From an optimization exercise on the open Yosys and OpenROAD flow, aimed at small area; shortcuts taken in it are not production practice. Where RTL was checked, it was by simulation tests only, not by an equivalence proof against the original.

==> inputs of run C <==
==> flow/design.v <==
module f405_sio (
    input  wire        clk,
    input  wire        rst,
    input  wire        cmd_valid,
    output wire        cmd_ready,
    input  wire [39:0] cmd_word,
    output wire        resp_valid,
    output wire [31:0] resp_data,
    output wire [1:0]  resp_err,
    output wire        line_out,
    input  wire        raw_we,
    input  wire [2:0]  raw_ch,
    input  wire [15:0] raw_data,
    input  wire        scan_done,
    input  wire [2:0]  cfg_fail,
    output wire        scan_ack
);
    localparam [7:0] OP_CTEN    = 8'h01;
    localparam [7:0] OP_GOALC   = 8'h02;
    localparam [7:0] OP_GOALMS  = 8'h03;
    localparam [7:0] OP_REACHED = 8'h04;
    localparam [7:0] OP_SLEEP   = 8'h05;
    localparam [7:0] OP_TXINIT  = 8'h08;
    localparam [7:0] OP_TX      = 8'h09;
    localparam [7:0] OP_TXIDX   = 8'h0A;
    localparam [7:0] OP_ACQINIT = 8'h10;
    localparam [7:0] OP_ACQRD   = 8'h11;
    localparam [4:0] S_IDLE  = 5'd0;
    localparam [4:0] S_RESP  = 5'd1;    
    localparam [4:0] S_CTEN  = 5'd2;    
    localparam [4:0] S_ZERO  = 5'd3;    
    localparam [4:0] S_ACQ0  = 5'd4;    
    localparam [4:0] S_ACQI  = 5'd5;    
    localparam [4:0] S_BADCH = 5'd6;    
    localparam [4:0] S_ILL   = 5'd7;    
    localparam [4:0] S_SNAP  = 5'd8;    
    localparam [4:0] S_ADD   = 5'd9;    
    localparam [4:0] S_SHR   = 5'd10;   
    localparam [4:0] S_RD0   = 5'd11;   
    localparam [4:0] S_RDW   = 5'd12;   
    localparam [4:0] S_RDS   = 5'd13;   
    localparam [4:0] S_SLP0  = 5'd14;   
    localparam [4:0] S_SLP1  = 5'd15;   
    localparam [4:0] S_MDI   = 5'd16;   
    localparam [4:0] S_MUL   = 5'd17;   
    localparam [4:0] S_DIV   = 5'd18;   
    localparam [4:0] S_TXS   = 5'd19;   
    localparam [4:0] S_TXH   = 5'd20;   
    localparam [4:0] S_TXL   = 5'd21;   
    localparam [4:0] S_TXG   = 5'd22;   
    reg  [4:0]  st;
    reg         is_ms;       
    reg         is_rch;      
    reg         is_idx;      
    reg  [31:0] cnt;
    reg         cnt_en;
    reg  [31:0] f_hz;
    reg         tv;          
    reg  [53:0] tab;         
    reg  [31:0] H, L;
    reg         cy;
    reg  [16:0] R;           
    reg  [5:0]  mcnt;
    reg  [1:0]  midx;
    reg  [4:0]  bitn;
    reg         line;
    reg         mask;
    reg  [2:0]  c;           
    reg  [4:0]  j;           
    reg  [5:0]  m;           
    reg         armed;
    reg         pend;
    reg         upd_act;
    reg  [2559:0] win;
    reg  [15:0]   rr0, rr1, rr2, rr3, rr4;
    wire [15:0]   wexit = win[2559:2544];
    wire boundary  = (c == 3'd0) & (j == 5'd0);
    wire upd_start = boundary & armed & pend & ~mask;
    wire ins       = upd_start | upd_act;
    assign scan_ack = upd_start;
    always @(posedge clk)
        win <= {win[2543:0], ins ? rr4 : wexit};
    wire       raw_ok = raw_we & (raw_ch < 3'd5);
    reg  [2:0] wstage;
    always @(*) begin
        case ({c, raw_ch})
            {3'd0,3'd0}: wstage = 3'd0; {3'd0,3'd1}: wstage = 3'd4; {3'd0,3'd2}: wstage = 3'd3;
            {3'd0,3'd3}: wstage = 3'd2; {3'd0,3'd4}: wstage = 3'd1;
            {3'd1,3'd0}: wstage = 3'd1; {3'd1,3'd1}: wstage = 3'd0; {3'd1,3'd2}: wstage = 3'd4;
            {3'd1,3'd3}: wstage = 3'd3; {3'd1,3'd4}: wstage = 3'd2;
            {3'd2,3'd0}: wstage = 3'd2; {3'd2,3'd1}: wstage = 3'd1; {3'd2,3'd2}: wstage = 3'd0;
            {3'd2,3'd3}: wstage = 3'd4; {3'd2,3'd4}: wstage = 3'd3;
            {3'd3,3'd0}: wstage = 3'd3; {3'd3,3'd1}: wstage = 3'd2; {3'd3,3'd2}: wstage = 3'd1;
            {3'd3,3'd3}: wstage = 3'd0; {3'd3,3'd4}: wstage = 3'd4;
            {3'd4,3'd0}: wstage = 3'd4; {3'd4,3'd1}: wstage = 3'd3; {3'd4,3'd2}: wstage = 3'd2;
            {3'd4,3'd3}: wstage = 3'd1; {3'd4,3'd4}: wstage = 3'd0;
            default:     wstage = 3'd7;
        endcase
    end
    always @(posedge clk) begin
        rr0 <= (raw_ok && wstage == 3'd0) ? raw_data : rr4;
        rr1 <= (raw_ok && wstage == 3'd1) ? raw_data : rr0;
        rr2 <= (raw_ok && wstage == 3'd2) ? raw_data : rr1;
        rr3 <= (raw_ok && wstage == 3'd3) ? raw_data : rr2;
        rr4 <= (raw_ok && wstage == 3'd4) ? raw_data : rr3;
    end
    wire [4:0]  jm1    = j - 5'd1;
    wire        valid  = m[5] | (jm1 < m[4:0]);
    wire        take   = (c == L[2:0]) & valid;
    reg  [7:0]  kconst;
    always @(*) begin
        case (midx)
            2'd0: kconst = 8'd7;      
            2'd1: kconst = 8'd1;      
            2'd2: kconst = 8'd3;      
            default: kconst = 8'd125;  
        endcase
    end
    wire        kbit   = (mcnt[5:3] == 3'd0) & kconst[mcnt[2:0]];
    wire        mulbit = tv & (is_ms ? L[0] : kbit);
    wire        rd_acc = ((st == S_RDW) & boundary & ~upd_start) |
                         ((st == S_RDS) & ~boundary);
    wire        dec    = (st == S_TXH) | (st == S_TXL) | (st == S_TXG) |
                         ((st == S_SLP1) & cnt_en);
    wire [31:0] B      = ({32{(st == S_MUL) & mulbit}} & f_hz) |
                         ({32{rd_acc & take}} & {16'd0, wexit}) |
                         {32{dec}};
    wire [32:0] sum    = {1'b0, H} + {1'b0, B};
    wire        sa     = H[0] ^ is_rch;
    wire        ss     = sa ^ L[0] ^ cy;
    wire        sc     = (sa & L[0]) | (sa & cy) | (L[0] & cy);
    wire [17:0] dv     = is_ms ? 18'd125 : 18'd78125;
    wire [17:0] rt     = {R, H[31]};
    wire        q      = (rt >= dv);
    wire [17:0] rn     = q ? (rt - dv) : rt;
    reg  [5:0]  dsteps;      
    reg  [5:0]  dshift;      
    always @(*) begin
        if (is_ms) begin
            dsteps = 6'd61; dshift = 6'd63;
        end else begin
            case (midx)
                2'd0: begin dsteps = 6'd57; dshift = 6'd45; end   
                2'd1: begin dsteps = 6'd60; dshift = 6'd48; end   
                2'd2: begin dsteps = 6'd58; dshift = 6'd46; end   
                default: begin dsteps = 6'd59; dshift = 6'd41; end   
            endcase
        end
    end
    wire div_last = (mcnt == dsteps - 6'd1);
    wire        tdone  = (H[31:1] == 31'd0);
    wire        hzero  = tdone & ~H[0];
    wire [4:0]  bitn1  = bitn + 5'd1;
    wire        pb_cur = bitn[4]  ? L[0] : bitn[3]  ? L[2] : L[1];
    wire        pb_nxt = bitn1[4] ? L[0] : bitn1[3] ? L[2] : L[1];
    wire        b_cur  = is_idx ? pb_cur : L[23];
    wire        b_nxt  = is_idx ? pb_nxt : L[22];
    wire [11:0] t1h    = tab[53:42];
    wire [11:0] t0h    = {1'b0, tab[53:43]};
    wire [11:0] th_cur = b_cur ? t1h : t0h;
    wire [11:0] th_nxt = b_nxt ? t1h : t0h;
    wire [11:0] tl_cur = b_cur ? tab[29:18] : tab[41:30];
    wire rv = (st == S_RESP) | (st == S_CTEN) | (st == S_ACQI) |
              (st == S_BADCH) | (st == S_ILL) |
              (((st == S_SLP1) | (st == S_TXG)) & hzero);
    assign resp_valid = rv;
    assign resp_err   = {st == S_BADCH, st == S_ILL};
    assign resp_data  = {H[31:3], (st == S_ACQI) ? cfg_fail : H[2:0]};
    assign cmd_ready  = (st == S_IDLE) & ~upd_act;
    assign line_out   = line;
    wire accept = cmd_valid & cmd_ready;
    wire [7:0]  cop = cmd_word[39:32];
    wire acq_clear = (st == S_ACQI);
    always @(posedge clk) begin
        if (rst) begin
            c       <= 3'd0;
            j       <= 5'd0;
            m       <= 6'd0;
            armed   <= 1'b0;
            pend    <= 1'b0;
            upd_act <= 1'b0;
        end else begin
            c <= (c == 3'd4) ? 3'd0 : c + 3'd1;
            if (upd_start)
                upd_act <= 1'b1;
            else if (c == 3'd4)
                upd_act <= 1'b0;
            if (c == 3'd4 && !upd_act)
                j <= j - 5'd1;
            if (acq_clear)
                m <= 6'd0;
            else if (c == 3'd4 && upd_act && !m[5])
                m <= m + 6'd1;
            if (acq_clear)
                armed <= 1'b1;
            if (scan_done && armed)
                pend <= 1'b1;
            else if (upd_start || acq_clear)
                pend <= 1'b0;
        end
    end
    always @(posedge clk) begin
        if (rst)
            cnt <= 32'd0;
        else if (cnt_en)
            cnt <= cnt + 32'd1;
    end
    always @(posedge clk) begin
        if (rst) begin
            st     <= S_IDLE;
            cnt_en <= 1'b0;
            tv     <= 1'b0;
            line   <= 1'b0;
            mask   <= 1'b0;
        end else begin
            case (st)
                S_IDLE: begin
                    if (accept) begin
                        case (cop)
                            OP_CTEN:    st <= S_ZERO;
                            OP_GOALC:   st <= S_SNAP;
                            OP_GOALMS:  st <= S_MDI;
                            OP_REACHED: st <= S_SNAP;
                            OP_SLEEP:   st <= S_SLP0;
                            OP_TXINIT:  begin st <= S_MDI; tv <= 1'b1; end
                            OP_TX, OP_TXIDX: begin st <= S_TXS; mask <= 1'b1; end
                            OP_ACQINIT: st <= S_ACQ0;
                            OP_ACQRD:   st <= (cmd_word[31:0] < 32'd5) ? S_RD0 : S_BADCH;
                            default:    st <= S_ILL;
                        endcase
                    end
                end
                S_ZERO:  st <= is_ms ? S_CTEN : S_RESP;
                S_CTEN:  begin cnt_en <= 1'b1; st <= S_IDLE; end
                S_ACQ0:  st <= S_ACQI;
                S_RESP, S_ACQI, S_BADCH, S_ILL: st <= S_IDLE;
                S_SNAP:  st <= S_ADD;
                S_ADD:   if (mcnt == 6'd31) st <= is_rch ? S_SHR : S_RESP;
                S_SHR:   if (mcnt == 6'd30) st <= S_RESP;
                S_RD0:   st <= S_RDW;
                S_RDW:   if (boundary && !upd_start) st <= S_RDS;
                S_RDS:   if (boundary) st <= S_SHR;
                S_SLP0:  st <= S_SLP1;
                S_SLP1:  if (hzero) st <= S_IDLE;
                S_MDI:   st <= S_MUL;
                S_MUL:   if (mcnt == 6'd31) st <= S_DIV;
                S_DIV: begin
                    if (div_last) begin
                        if (is_ms)
                            st <= S_SNAP;
                        else if (midx == 2'd3)
                            st <= S_ZERO;
                        else
                            st <= S_MDI;
                    end
                end
                S_TXS: begin line <= 1'b1; st <= S_TXH; end
                S_TXH: if (tdone) begin line <= 1'b0; st <= S_TXL; end
                S_TXL: begin
                    if (tdone) begin
                        if (bitn == 5'd23) begin
                            mask <= 1'b0;
                            st   <= S_TXG;
                        end else begin
                            line <= 1'b1;
                            st   <= S_TXH;
                        end
                    end
                end
                S_TXG: if (hzero) st <= S_IDLE;
                default: st <= S_IDLE;
            endcase
        end
    end
    always @(posedge clk) begin
        if (accept) begin
            is_ms  <= (cop == OP_CTEN) | (cop == OP_GOALMS);
            is_rch <= (cop == OP_REACHED);
            is_idx <= (cop == OP_TXIDX);
        end
        if (accept && cop == OP_TXINIT)
            f_hz <= cmd_word[31:0];
        if (st == S_DIV && !is_ms && mcnt >= dshift)
            tab <= {tab[52:0], q};
        if (accept)
            L <= cmd_word[31:0];
        else if (st == S_MUL || st == S_ADD || st == S_SHR)
            L <= {sum[0], L[31:1]};
        else if (st == S_DIV)
            L <= {L[30:0], q};
        else if (st == S_TXL && tdone && !is_idx)
            L <= {L[30:0], 1'b0};
        if (accept)
            H <= cmd_word[31:0];
        else begin
            case (st)
                S_ZERO, S_ACQ0, S_MDI, S_RD0: H <= 32'd0;
                S_SNAP:       H <= cnt;
                S_MUL, S_SHR: H <= sum[32:1];
                S_ADD:        H <= {ss, sum[31:1]};
                S_DIV:        H <= {H[30:0], L[31]};
                S_RDW, S_RDS: if (rd_acc) H <= sum[31:0];
                S_SLP0:       if (H[31] & (|H[30:0])) H <= 32'd0;
                S_SLP1:       H <= sum[31:0];
                S_TXS:        H <= {20'd0, th_cur & {12{tv}}};
                S_TXH:        H <= tdone ? {20'd0, tl_cur & {12{tv}}} : sum[31:0];
                S_TXL:        H <= tdone ? ((bitn == 5'd23) ? {14'd0, tab[17:0] & {18{tv}}}
                                                            : {20'd0, th_nxt & {12{tv}}})
                                         : sum[31:0];
                S_TXG:        H <= sum[31:0];
                default: ;
            endcase
        end
        if (st == S_SNAP)
            cy <= 1'b0;
        else if (st == S_ADD)
            cy <= sc;
        case (st)
            S_MDI:  begin R <= 17'd0; mcnt <= 6'd0; end
            S_SNAP, S_RD0: mcnt <= 6'd0;
            S_MUL, S_ADD: mcnt <= (mcnt == 6'd31) ? 6'd0 : mcnt + 6'd1;
            S_SHR:  mcnt <= mcnt + 6'd1;
            S_RDS:  mcnt <= is_rch ? 6'd0 : 6'd26;    
            S_DIV:  begin R <= rn[16:0]; mcnt <= mcnt + 6'd1; end
            default: ;
        endcase
        if (st == S_IDLE)
            midx <= 2'd0;
        else if (st == S_DIV && div_last)
            midx <= midx + 2'd1;
        if (accept)
            bitn <= 5'd0;
        else if (st == S_TXL && tdone)
            bitn <= bitn1;
    end
endmodule
==> flow/flow/run.sh <==
#!/bin/bash
# Standard layout with a leaner clock tree: no dummy loads, larger sink clusters.
set -euo pipefail
export CTS_ARGS="-sink_clustering_enable -repair_clock_nets -dont_use_dummy_load -buf_list sky130_fd_sc_hd__clkbuf_8 -sink_clustering_size 16 -sink_clustering_max_diameter 60"
bash standard.sh > standard_make.log 2>&1
==> flow/standard.sh <==
#!/bin/bash
# synth_recipe.tcl (not shown) runs the flow's synth.tcl, then flattens the netlist and writes it again
# the make line also repeats each setting of config.mk as NAME=value (left out here)
make -C /OpenROAD-flow-scripts/flow DESIGN_CONFIG=/design/flow/config.mk WORK_HOME=/design/flow/orfs CLKGATE_MAP_FILE= SYNTH_SCRIPT=/design/flow/synth_recipe.tcl "${@:-finish}"
==> flow/config.mk <==
export PLATFORM = sky130hd
export DESIGN_NAME = f405_sio
export DESIGN_NICKNAME = f405_sio
export VERILOG_FILES = /design/flow/design.v
export SDC_FILE = /design/flow/constraint.sdc
export NUM_CORES = 4
export LEC_CHECK = 0
export ABC_AREA = 1
export CAP_MARGIN = 20
export CORE_MARGIN = 2
export CORE_UTILIZATION = 70
export SLEW_MARGIN = 20
==> flow/constraint.sdc <==
create_clock -name core_clock -period 12.0 [get_ports {clk}]
set_input_delay 2.4000 -clock core_clock [delete_from_list [all_inputs] [get_ports {clk}]]
set_output_delay 2.4000 -clock core_clock [all_outputs]
set_load 0.01 [all_outputs]
==> run D (differences from run C) <==
--- a/flow/design.v
+++ b/flow/design.v
@@ -157,7 +157,15 @@
     wire        b_nxt  = is_idx ? pb_nxt : L[22];
+    wire        lastb  = (bitn == 5'd23);
+    wire        bsel   = (st == S_TXL) ? b_nxt : b_cur;
     wire [11:0] t1h    = tab[53:42];
     wire [11:0] t0h    = {1'b0, tab[53:43]};
-    wire [11:0] th_cur = b_cur ? t1h : t0h;
-    wire [11:0] th_nxt = b_nxt ? t1h : t0h;
-    wire [11:0] tl_cur = b_cur ? tab[29:18] : tab[41:30];
+    wire [11:0] thv    = bsel ? t1h : t0h;
+    wire [11:0] tlv    = bsel ? tab[29:18] : tab[41:30];
+    wire        h_fr   = (st == S_TXS) | (st == S_TXH) | (st == S_TXL);
+    wire        h_ld   = (st == S_ZERO) | (st == S_ACQ0) | (st == S_MDI) | (st == S_RD0) |
+                         ((st == S_SLP0) & H[31] & (|H[30:0])) |
+                         (st == S_TXS) | (((st == S_TXH) | (st == S_TXL)) & tdone);
+    wire        h_shr  = (st == S_MUL) | (st == S_SHR) | (st == S_ADD);
+    wire [17:0] tsel   = {18{tv & h_fr}} & ((st == S_TXH) ? {6'd0, tlv} :
+                                     ((st == S_TXL) & lastb) ? tab[17:0] : {6'd0, thv});
     wire rv = (st == S_RESP) | (st == S_CTEN) | (st == S_ACQI) |
@@ -260,3 +268,3 @@
                     if (tdone) begin
-                        if (bitn == 5'd23) begin
+                        if (lastb) begin
                             mask <= 1'b0;
@@ -294,21 +302,12 @@
             H <= cmd_word[31:0];
-        else begin
-            case (st)
-                S_ZERO, S_ACQ0, S_MDI, S_RD0: H <= 32'd0;
-                S_SNAP:       H <= cnt;
-                S_MUL, S_SHR: H <= sum[32:1];
-                S_ADD:        H <= {ss, sum[31:1]};
-                S_DIV:        H <= {H[30:0], L[31]};
-                S_RDW, S_RDS: if (rd_acc) H <= sum[31:0];
-                S_SLP0:       if (H[31] & (|H[30:0])) H <= 32'd0;
-                S_SLP1:       H <= sum[31:0];
-                S_TXS:        H <= {20'd0, th_cur & {12{tv}}};
-                S_TXH:        H <= tdone ? {20'd0, tl_cur & {12{tv}}} : sum[31:0];
-                S_TXL:        H <= tdone ? ((bitn == 5'd23) ? {14'd0, tab[17:0] & {18{tv}}}
-                                                            : {20'd0, th_nxt & {12{tv}}})
-                                         : sum[31:0];
-                S_TXG:        H <= sum[31:0];
-                default: ;
-            endcase
-        end
+        else if (h_ld)
+            H <= {14'd0, tsel};
+        else if (st == S_SNAP)
+            H <= cnt;
+        else if (h_shr)
+            H <= {sum[32] | ((st == S_ADD) & ss), sum[31:1]};
+        else if (st == S_DIV)
+            H <= {H[30:0], L[31]};
+        else
+            H <= sum[31:0];
         if (st == S_SNAP)
==> flow/flow/run.sh (replaced) <==
#!/bin/bash
# The standard layout, with a leaner clock tree: no dummy loads and
# sink clusters of up to 16 flip-flops per clkbuf_8 leaf buffer.
set -euo pipefail
export CTS_ARGS="-sink_clustering_enable -repair_clock_nets -dont_use_dummy_load -buf_list sky130_fd_sc_hd__clkbuf_8 -sink_clustering_size 18 -sink_clustering_max_diameter 50"
bash standard.sh > standard_make.log 2>&1
--- a/flow/config.mk
+++ b/flow/config.mk
@@ -10,3 +10,4 @@
 export CORE_MARGIN = 2
-export CORE_UTILIZATION = 70
+export CORE_UTILIZATION = 85
+export PLACE_DENSITY = 0.9
 export SLEW_MARGIN = 20
==> run summary <==
- Against run D, the synthesized cell count of run C is higher by 0.29%.
- Run C passed the timing, design-rule and antenna checks. Run D stopped in global routing with GRT-0116.
- Of run C and run D, run C has the higher area after synthesis (gap 0.81%, measured against run D).
==> figures <==
quantity                                                                 run D      run C
Post-detailed-placement half-perimeter wirelength                    132000 µm   81800 µm
Adder-Cell Fraction of Synth Area                                       0.0127     0.0137
Area after DPL                                                       72100 µm²  72900 µm²
Distinct cell type count of the synthesized netlist                         55         52
Area fraction in compound gates after synthesis                         0.0367     0.0337
Starting density of the core                                             0.856      0.707
Final weighted congestion in routability-driven placement                0.890      0.932
Post-Synthesis Cell Area                                             70200 µm²  70800 µm²
Status                                                          did not finish  no timing/DRC/antenna violations
Last stage reached                                              global routing          -
Number of nets produced by synthesis                                      5296       5317
Synth Area per Inst                                                   13.6 µm²   13.7 µm²
Chip Width                                                              291 µm     322 µm
Area share of the leading cell type in the synthesized netlist           0.781      0.766
Multiplexer fraction of the synthesized cell area                      0.00358    0.00354
Number of instances in the synthesized netlist                            5159       5174
Count of flip-flops with a built-in enable after synthesis                 144        176
Number of buffers inserted during clock tree synthesis                     181        206
Number of placed instances with taps included                             6232       6483
DP Worst Slack                                                         5520 ps    6060 ps
No functional check of the RTL was part of run C.

## afterwards: timing with drivers on the ports
In the flow no input, the clock included, has a driving cell. The finished layout below was timed again as built, in two steps. Step 1 assumes that a clkbuf_16 drives the clock port and a buf_2 every other input. Step 2 adds t to the input delays and takes it off the output delays; t is the mean of the earliest and latest rising clock arrival at the registers after step 1. Input paths then give back, and output paths get back, about the clock's delay inside the block. Three values: ideal ports, drivers, drivers and shift; two values: the first two.
run: run C
t (ns): 0.907
setup slack, ns: 6.067 / 6.022 / 6.022
worst setup path after step 2: input to output
pins driven straight from the clock port: 1
After both steps run C still meets setup and hold. The setup slack of run C moves by -0.045 ns with the drivers and by -0.045 ns with both steps.
